Context: an optimization exercise on an open-source flow, tuned for small area, a short achievable clock period and few clock cycles per item. The choices shown serve that exercise and are no tape-out recipe. In this exercise RTL edits were held to simulation tests only and were not proved equivalent to the original.

// gorilla_enc
module gorilla_enc (
    input  wire        clk,
    input  wire        rst,
    input  wire        in_valid,
    output wire        in_ready,
    input  wire [63:0] in_data,
    input  wire        in_first,
    input  wire        in_last,
    input  wire [1:0]  in_wc,
    output wire        out_valid,
    input  wire        out_ready,
    output wire [63:0] out_data,
    output wire        out_last,
    output wire [3:0]  out_nbytes
);
For scale: ~140 I/O pins, ~0.029 mm2 of cells after synthesis.
Settings: LEC_CHECK=0, ABC_AREA=1, CAP_MARGIN=20, CORE_MARGIN=2, CORE_UTILIZATION=25, CTS_BUF_LIST=sky130_fd_sc_hd__clkbuf_8, SLEW_MARGIN=20; clock period 18.0 ns.
standard.sh (not shown) runs the stock make flow with config.mk's settings and CLKGATE_MAP_FILE= SYNTH_SCRIPT=/design/flow/synth_recipe.tcl, a recipe that flattens the netlist after the stock synthesis.
==> flow/flow/run.sh <==
#!/bin/bash
# Standard layout, with timing repair aimed below the design's period
# (repair_timing keeps a setup margin) and plain buffers on the ports.
set -e
export SETUP_SLACK_MARGIN=12.7
export BUFFER_PORTS_ARGS="-buffer_cell sky130_fd_sc_hd__buf_2"
bash standard.sh > standard.log 2>&1
The first run completed with no timing, DRC or antenna violations.
Testbench counts at the start, summed over its fixed seeds: cycles 18,496, items 18,380.
Rerun with:
--- a/flow/design.v
+++ b/flow/design.v
@@ -37,14 +37,32 @@
                 c2[4*j +: 4] = nzb[2*j] ? {1'b0, cb[6*j +: 3]} : {1'b1, cb[6*j+3 +: 3]};
             end
             for (j = 0; j < 2; j = j + 1) begin
                 v3[j] = v2[2*j] | v2[2*j+1];
                 c3[5*j +: 5] = v2[2*j] ? {1'b0, c2[8*j +: 4]} : {1'b1, c2[8*j+4 +: 4]};
             end
             lzc_bytes = v3[0] ? {1'b0, c3[4:0]} : {1'b1, c3[9:5]};
+        end
+    endfunction
+    function automatic le6(input [5:0] a, input [5:0] b);
+        reg [5:0] g, e;          
+        reg [2:0] g2, e2;        
+        reg       g4, e4;
+        integer j;
+        begin
+            for (j = 0; j < 6; j = j + 1) begin
+                g[j] = a[j] & ~b[j];
+                e[j] = ~(g[j] | (~a[j] & b[j]));
+            end
+            for (j = 0; j < 3; j = j + 1) begin
+                g2[j] = g[2*j+1] | (e[2*j+1] & g[2*j]);
+                e2[j] = e[2*j+1] & e[2*j];
+            end
+            g4 = g2[2] | (e2[2] & g2[1]);
+            le6 = ~(g4 | (e2[2] & e2[1] & g2[0]));
         end
     endfunction
     reg  [1:0]  wc_in;       
     reg  [63:0] prev;        
     reg         s1_v;
     reg         s1_first;
     reg         s1_last;
@@ -91,15 +109,15 @@
     reg  [5:0]  off;         
     reg  [5:0]  r_wo;        
     reg  [5:0]  r_wo2;       
     reg  [5:0]  r_no;        
     reg         rdy;         
     wire room  = !c[1] || (c == 2'd2 && off == 6'd0);
     wire can   = s1_v && room;
-    wire reuse_c = s1_nz && w_v && (w_lz <= s1_lz) && (w_tz <= s1_tz);
+    wire reuse_c = s1_nz && w_v && le6(w_lz, s1_lz) && le6(w_tz, s1_tz);
     wire newwin  = !hdr_done && s1_nz && !reuse_c;
     wire [6:0] db_new = 7'd64 - {1'b0, s1_lz} - {1'b0, s1_tz};
     wire [4:0] h_new  = 5'd9 + {2'd0, s1_wc, 1'b0};
     wire       is_long  = !s1_first && !hdr_done && s1_nz && (s1_lg || w_big);
     wire       done     = can && !is_long;      
     wire       wr       = can && !s1_first && !rst;  
     wire       seal     = done && s1_last;
After rerunning: The changed run finished clean; synthesized area stays flat; flip-flop and latch count is unchanged; final cell count barely changes.
Testbench counts after the change, summed over its fixed seeds: cycles 18,496, items 18,380.

--- another note on this design; it stands on its own ---

==> run a: inputs <==
## gorilla_enc
module gorilla_enc (
    input  wire        clk,
    input  wire        rst,
    input  wire        in_valid,
    output wire        in_ready,
    input  wire [63:0] in_data,
    input  wire        in_first,
    input  wire        in_last,
    input  wire [1:0]  in_wc,
    output wire        out_valid,
    input  wire        out_ready,
    output wire [63:0] out_data,
    output wire        out_last,
    output wire [3:0]  out_nbytes
);
    function automatic [63:0] rev64(input [63:0] v);
        integer j;
        begin
            for (j = 0; j < 64; j = j + 1)
                rev64[j] = v[63-j];
        end
    endfunction
    function automatic [2:0] lzc8(input [7:0] v);
        begin
            lzc8[2] = ~|v[7:4];
            lzc8[1] = lzc8[2] ? ~|v[3:2] : ~|v[7:6];
            lzc8[0] = lzc8[2] ? (lzc8[1] ? ~v[1] : ~v[3]) : (lzc8[1] ? ~v[5] : ~v[7]);
        end
    endfunction
    function automatic [5:0] lzc_bytes(input [7:0] nzb, input [23:0] cb);
        reg [3:0] v2;  reg [15:0] c2;    
        reg [1:0] v3;  reg [9:0]  c3;    
        integer j;
        begin
            for (j = 0; j < 4; j = j + 1) begin
                v2[j] = nzb[2*j] | nzb[2*j+1];
  ...
==> flow/config.mk <==
export PLATFORM = sky130hd
export DESIGN_NAME = gorilla_enc
export DESIGN_NICKNAME = gorilla_enc
export VERILOG_FILES = /design/flow/design.v
export SDC_FILE = /design/flow/constraint.sdc
export NUM_CORES = 4
export LEC_CHECK = 0
export CAP_MARGIN = 20
export CORE_MARGIN = 2
export CORE_UTILIZATION = 25
export SLEW_MARGIN = 20
==> flow/constraint.sdc <==
create_clock -name core_clock -period 18.0 [get_ports {clk}]
set_input_delay 3.6000 -clock core_clock [delete_from_list [all_inputs] [get_ports {clk}]]
set_output_delay 3.6000 -clock core_clock [all_outputs]
set_load 0.01 [all_outputs]
standard.sh (not shown) runs the stock make flow with config.mk's settings and CLKGATE_MAP_FILE= SYNTH_SCRIPT=/design/flow/synth_recipe.tcl, a recipe that flattens the netlist after the stock synthesis.
==> flow/flow/run.sh <==
#!/bin/bash
# Standard layout, with timing repair aimed below the design's period
# (repair_timing keeps a setup margin) and plain buffers on the ports.
set -e
export SETUP_SLACK_MARGIN=13
export BUFFER_PORTS_ARGS="-buffer_cell sky130_fd_sc_hd__buf_2"
bash standard.sh > standard.log 2>&1
==> run b: changes against run a <==
--- a/flow/flow/run.sh
+++ b/flow/flow/run.sh
@@ -4,3 +4,3 @@
 set -e
-export SETUP_SLACK_MARGIN=13
+export SETUP_SLACK_MARGIN=12.85
 export BUFFER_PORTS_ARGS="-buffer_cell sky130_fd_sc_hd__buf_2"
--- a/flow/config.mk
+++ b/flow/config.mk
@@ -7,2 +7,3 @@
 export LEC_CHECK = 0
+export ABC_AREA = 1
 export CAP_MARGIN = 20
==> notes.md <==
| item | run b | run a |
|---|---|---|
| Critical path fanouts, max | 5 | 6 |
| Run status | no timing/DRC/antenna violations | no timing/DRC/antenna violations |
| Wire length per cell | 19.0 um | 23.8 um |
| Cell count along the critical path | 14 | 11 |
| DRT Pass-1 Iters | 8 | 6 |
| Post-Layout Cell Count | 5782 | 4891 |
| Number of global-route vias before repair | 26900 | 25200 |
| Wire length on met1 | 47100 um | 50000 um |
| PostCTS Resize Cnt | 86 | 152 |
| Clock buffer instance count of the final layout | 65 | 54 |
| Clock latency on the worst-skew pair | 0.62 ns | 0.61 ns |
| Fin Hold WS | 0.445 ns | 0.450 ns |
| Final Worst Setup Slack | 12.81 ns | 12.81 ns |
| Cell variety after synth | 60 | 104 |
| Net count of the mapped netlist | 4330 | 3395 |
| Relative slew margins | 36.0% | 28.7% |
| Multi-input gate share of the layout cell area | 50.0% | 54.3% |
| Most frequently used cell type in the post-synthesis netlist | nand3_1 | nand2_1 |
| Global-route usage over all layers | 18.1% | 19.0% |
| Hold endpoint | w_v | q2[62] |
Testbench counts of run a, summed over its fixed seeds: cycles 18,496, items 18,380.
Testbench counts of run b, summed over its fixed seeds: cycles 18,496, items 18,380.

## static timing again, ports no longer ideal
In the flow no input, the clock included, has a driving cell. The finished layouts below were timed again as built, in two steps.
Step 1 sets driving cells, clkbuf_16 on the clock port and buf_2 on the other inputs (assumed; they add their load-dependent delay and slew).
Step 2 moves the port delays by t, midway between the first and last clock arrival at a register: inputs arrive t later, outputs are due t later. That takes back most of the time a late clock gives input paths.
Three values: ideal ports, drivers, drivers and shift; two values: the first two.
| run | t, ns | setup WS [ns] | worst hold slack (ns) | latest minus earliest clock arrival (ns) | cell pins on the clock port's net |
|---|---|---|---|---|---|
| the first run of note 1 | 0.743 | 12.824 / 12.806 / 12.096 | 0.447 / 0.447 / 0.447 | 0.052 / 0.052 | 1 |
| the second run of note 1 | 0.769 | 12.829 / 12.767 / 12.103 | 0.454 / 0.454 / 0.454 | 0.076 / 0.076 | 1 |
| run a | 0.652 | 12.812 / 12.817 / 12.192 | 0.450 / 0.450 / 0.450 | 0.028 / 0.028 | 1 |
| run b | 0.681 | 12.810 / 12.849 / 12.168 | 0.445 / 0.445 / 0.445 | 0.021 / 0.021 | 1 |
After both steps setup and hold are still met in every run listed. The setup slack of the first run of note 1, which loses most, moves by -0.018 ns with the drivers and by -0.728 ns with both steps.
